From an optimization exercise on the open Yosys and OpenROAD flow, aimed at small area; shortcuts taken in it are not production practice.
Where RTL was checked, it was by simulation tests only, not by an equivalence proof against the original.
No driver is modelled on the clock port, so clocking that relies on it looks cheaper here than on a real chip.
Power is estimated from default activity; no workload was simulated.

==> flow/design.v (excerpt) <==
module varint_codec (
    input  wire        clk,
    input  wire        rst,
    input  wire        dcmd_valid,
    output wire        dcmd_ready,
    input  wire        dcmd_w,
    input  wire        src_valid,
    output wire        src_ready,
    input  wire        src_eos,
    input  wire [7:0]  src_data,
    output wire        drsp_valid,
    input  wire        drsp_ready,
    output wire [1:0]  drsp_status,
    output wire [63:0] drsp_data,
    input  wire        ecmd_valid,
    output wire        ecmd_ready,
    input  wire        ecmd_w,
    input  wire [63:0] ecmd_data,
    output wire        snk_valid,
    input  wire        snk_ready,
    input  wire        snk_err,
    output wire [7:0]  snk_data,
    output wire        ersp_valid,
    input  wire        ersp_ready,
    output wire [1:0]  ersp_status
);
clock: 5.0 ns
lec_check: 0
cap_margin: 20
core_margin: 2
core_utilization: 40
slew_margin: 20
standard.sh (not shown) runs the stock make flow with config.mk's settings and CLKGATE_MAP_FILE= SYNTH_SCRIPT=/design/flow/synth_recipe.tcl, a recipe that flattens the netlist after the stock synthesis.
==> flow/flow/run.sh <==
#!/bin/bash
# Standard layout (the standard.sh) with these changes:
# - synthesis maps the logic with several area-oriented ABC scripts
#   (flow/abc_*.script, see flow/best_abc.tcl) and keeps the smallest result,
#   instead of ORFS's speed script; everything else
#   in synthesis is the standard flow's own script (synth_recipe.tcl), unchanged, except
#   that half/full adders are left to ABC rather than mapped to adder cells,
# - port buffers are the smallest buffer cell (buf_1),
# - the clock tree is a small two-level tree built by flow/mantree_cts.tcl
#   (k-means clusters of the flip-flops, one sized buffer per cluster).
set -euo pipefail
HERE=$PWD
{
  cat "$HERE/flow/best_abc.tcl"
  cat "$HERE/synth_recipe.tcl"
} > "$HERE/area_synth.tcl"
bash standard.sh \
  SYNTH_SCRIPT="$HERE/area_synth.tcl" AREA_ABC_SCRIPTS="$(ls "$HERE"/flow/abc_*.script | tr '\n' ' ')" ADDER_MAP_FILE= \
  BUFFER_PORTS_ARGS="-buffer_cell sky130_fd_sc_hd__buf_1" \
  CTS_ARGS="-sink_clustering_enable -repair_clock_nets -dont_use_dummy_load -buf_list sky130_fd_sc_hd__clkbuf_8" \
  PRE_CTS_TCL="$HERE/flow/mantree_cts.tcl" MANTREE_K=8 \
  finish > standard.log 2>&1
==> flow/flow/abc_b4.script <==
strash
dc2
&get -n
&dch -f
&nf -p -a
&put
==> flow/flow/abc_c6.script <==
strash
ifraig
dc2
drw
dc2
&get -n
&dch -f
&nf -p -a
&put
==> flow/flow/mantree_cts.tcl <==
# PRE_CTS hook: a small two-level clock tree in place of TritonCTS's H-tree.
# The flip-flops are split into MANTREE_K clusters by position (k-means); each
# cluster gets one buffer at its centroid, sized to the smallest clkbuf that
# keeps its clock pins' slew under 100 ps; one root buffer, driven by the
# clock port, drives the cluster buffers. TritonCTS is then told to skip
# these nets, and the rest of ORFS's CTS step (legalisation, timing repair)
# runs as usual.
source [file join [file dirname [info script]] mantree.tcl]
set mantree_k $::env(MANTREE_K)
mantree_build $mantree_k sky130_fd_sc_hd__clkbuf_8 sky130_fd_sc_hd__clkbuf_8
detailed_placement
set_propagated_clock [all_clocks]
mantree_size $mantree_k {sky130_fd_sc_hd__clkbuf_2 sky130_fd_sc_hd__clkbuf_4 sky130_fd_sc_hd__clkbuf_8 sky130_fd_sc_hd__clkbuf_16} 0.10
set skip {clk clknet_root}
for {set k 0} {$k < $mantree_k} {incr k} { lappend skip clknet_leaf_$k }
set_cts_config -skip_nets $skip
Other scripts of this flow, unchanged in this note and not shown: flow/flow/abc_c2.script, flow/flow/abc_d2.script, flow/flow/abc_ds1.script, flow/flow/abc_ds7.script, flow/flow/abc_e2.script, flow/flow/best_abc.tcl, flow/flow/mantree.tcl
==> next run, changes <==
--- a/flow/flow/run.sh
+++ b/flow/flow/run.sh
@@ -21 +21 @@
-  PRE_CTS_TCL="$HERE/flow/mantree_cts.tcl" MANTREE_K=8 \
+  PRE_CTS_TCL="$HERE/flow/mantree_cts.tcl" MANTREE_K=12 MANTREE_SLEW=0.11 \
==> flow/flow/abc_ds_i4.script (new file) <==
strash
ifraig
dc2
&get -n
&deepsyn -T 20 -S 1
&put
&get -n
&dch -f
&nf -p -a -R 1000
&put
==> flow/flow/abc_ds_j2.script (new file) <==
strash
ifraig
dc2
&get -n
&deepsyn -T 20 -S 2
&put
&get -n
&dch -f
&nf -p -a -R 1000
&put
==> flow/flow/abc_ds_j3.script (new file) <==
strash
ifraig
dc2
&get -n
&deepsyn -T 20 -S 3
&put
&get -n
&dch -f
&nf -p -a -R 1000
&put
--- a/flow/flow/mantree_cts.tcl
+++ b/flow/flow/mantree_cts.tcl
@@ -4 +4 @@
-# keeps its clock pins' slew under 100 ps; one root buffer, driven by the
+# keeps its clock pins' slew under MANTREE_SLEW (ns); one root buffer, driven by the
@@ -13 +13 @@
-mantree_size $mantree_k {sky130_fd_sc_hd__clkbuf_2 sky130_fd_sc_hd__clkbuf_4 sky130_fd_sc_hd__clkbuf_8 sky130_fd_sc_hd__clkbuf_16} 0.10
+mantree_size $mantree_k {sky130_fd_sc_hd__clkbuf_2 sky130_fd_sc_hd__clkbuf_4 sky130_fd_sc_hd__clkbuf_8 sky130_fd_sc_hd__clkbuf_16} $::env(MANTREE_SLEW)
removed: flow/flow/abc_b4.script
removed: flow/flow/abc_c6.script
Result: The new run produced a clean layout; via count climbs by 2.6%; sequential power fell by about 7%; setup slack improved by 220 ps; design area is about the same.

* * *

v13:
varint_codec, a different RTL version from the one above (not shown whole).
For scale: ~500 cells after synthesis, roughly 140 flip-flops, roughly 170 I/O pins.
Settings: LEC_CHECK=0, CAP_MARGIN=20, CORE_MARGIN=2, CORE_UTILIZATION=40, SLEW_MARGIN=20; clock period 5.0 ns.
run.sh (not shown) runs the stock make flow with config.mk's settings and CLKGATE_MAP_FILE= SYNTH_SCRIPT=/design/flow/synth_recipe.tcl, a recipe that flattens the netlist after the stock synthesis.
Stock flow here: none of the scripts above is used.
v13: done, clean on timing, DRC and antenna
### v13 -> v30
==> flow/flow/run.sh (new file) <==
#!/bin/bash
# Standard layout, with the port buffers made the smallest buffer cell.
set -euo pipefail
bash standard.sh BUFFER_PORTS_ARGS="-buffer_cell sky130_fd_sc_hd__buf_1" finish > standard.log 2>&1
==> flow/standard.sh (new file) <==
#!/bin/bash
# synth_recipe.tcl (not shown) runs the flow's synth.tcl, then flattens the netlist and writes it again
# the make line also repeats each setting of config.mk as NAME=value (left out here)
make -C /OpenROAD-flow-scripts/flow DESIGN_CONFIG=/design/flow/config.mk WORK_HOME=/design/flow/orfs CLKGATE_MAP_FILE= SYNTH_SCRIPT=/design/flow/synth_recipe.tcl "${@:-finish}"
removed: flow/run.sh
[summary]
Vias after detailed routing (v30 vs. v13) decreases slightly. What v13 reported for final standard cell area without fillers has to be multiplied by 0.881 to get the figure for v30. From v13 to v30, starting density of the core did not move at all. Looking at critical path arrival, v30 sits 170 ps lower than v13 does. v13 has lower sequential fraction of design power than v30.
diff inputs: v30 => v19
- ABC_AREA: unset -> 1
==> flow/run.sh (new file) <==
#!/bin/bash
# synth_recipe.tcl (not shown) runs the flow's synth.tcl, then flattens the netlist and writes it again
# the make line also repeats each setting of config.mk as NAME=value (left out here)
make -C /OpenROAD-flow-scripts/flow DESIGN_CONFIG=/design/flow/config.mk WORK_HOME=/design/flow/orfs CLKGATE_MAP_FILE= SYNTH_SCRIPT=/design/flow/synth_recipe.tcl finish
removed: flow/flow/run.sh
removed: flow/standard.sh
## What came out
Taking v30 as the reference, in v19 post-layout worst setup margin decreased 310 ps; via count increased 1,647; met3 layer wire length in the routed design increased 37%; number of standard cells after synthesis increased 342. Looking at timing startpoint of the critical path, the u_enc.v[63]$_DFFE_PP_ result is from v30; the u_enc.st[0]$_SDFFE_PP0P_ one comes from v19.
No functional check of the RTL was part of any run of this note.

## what the ideal ports hide
The results above use ideal ports. As a check the final layouts listed here were re-extracted and re-timed, cells and wires unchanged.
Step 1 (the two cells are an assumption about what drives the block):
set clk [get_ports {clk}]
set_driving_cell -lib_cell sky130_fd_sc_hd__clkbuf_16 $clk
set_driving_cell -lib_cell sky130_fd_sc_hd__buf_2 [delete_from_list [all_inputs] $clk]
Step 2 moves the port delays by t, midway between the first and last clock arrival at a register: inputs arrive t later, outputs are due t later. That takes back most of the time a late clock gives input paths.
Slacks: ideal / step 1 / step 2; pairs: ideal / step 1.
| run | t (ns) | setup WS [ns] | worst hold slack (ns) | clock arrival spread, ns | pins driven straight from the clock port |
|---|---|---|---|---|---|
| the first run of note 1 | 0.441 | 0.906 / 0.871 / 1.115 | 0.614 / 0.614 / 0.614 | 0.023 / 0.023 | 1 |
| the second run of note 1 | 0.439 | 1.124 / 1.087 / 0.828 | 0.606 / 0.606 / 0.606 | 0.022 / 0.023 | 1 |
| v13 | 0.460 | 0.672 / 0.630 / 0.917 | 0.653 / 0.653 / 0.653 | 0.010 / 0.011 | 1 |
| v30 | 0.462 | 0.842 / 0.799 / 1.261 | 0.654 / 0.654 / 0.654 | 0.015 / 0.014 | 1 |
| v19 | 0.468 | 0.537 / 0.491 / 0.959 | 0.567 / 0.567 / 0.567 | 0.013 / 0.012 | 1 |
After both steps setup and hold are still met in every run listed. The setup slack of the second run of note 1, which loses most, moves by -0.037 ns with the drivers and by -0.296 ns with both steps.
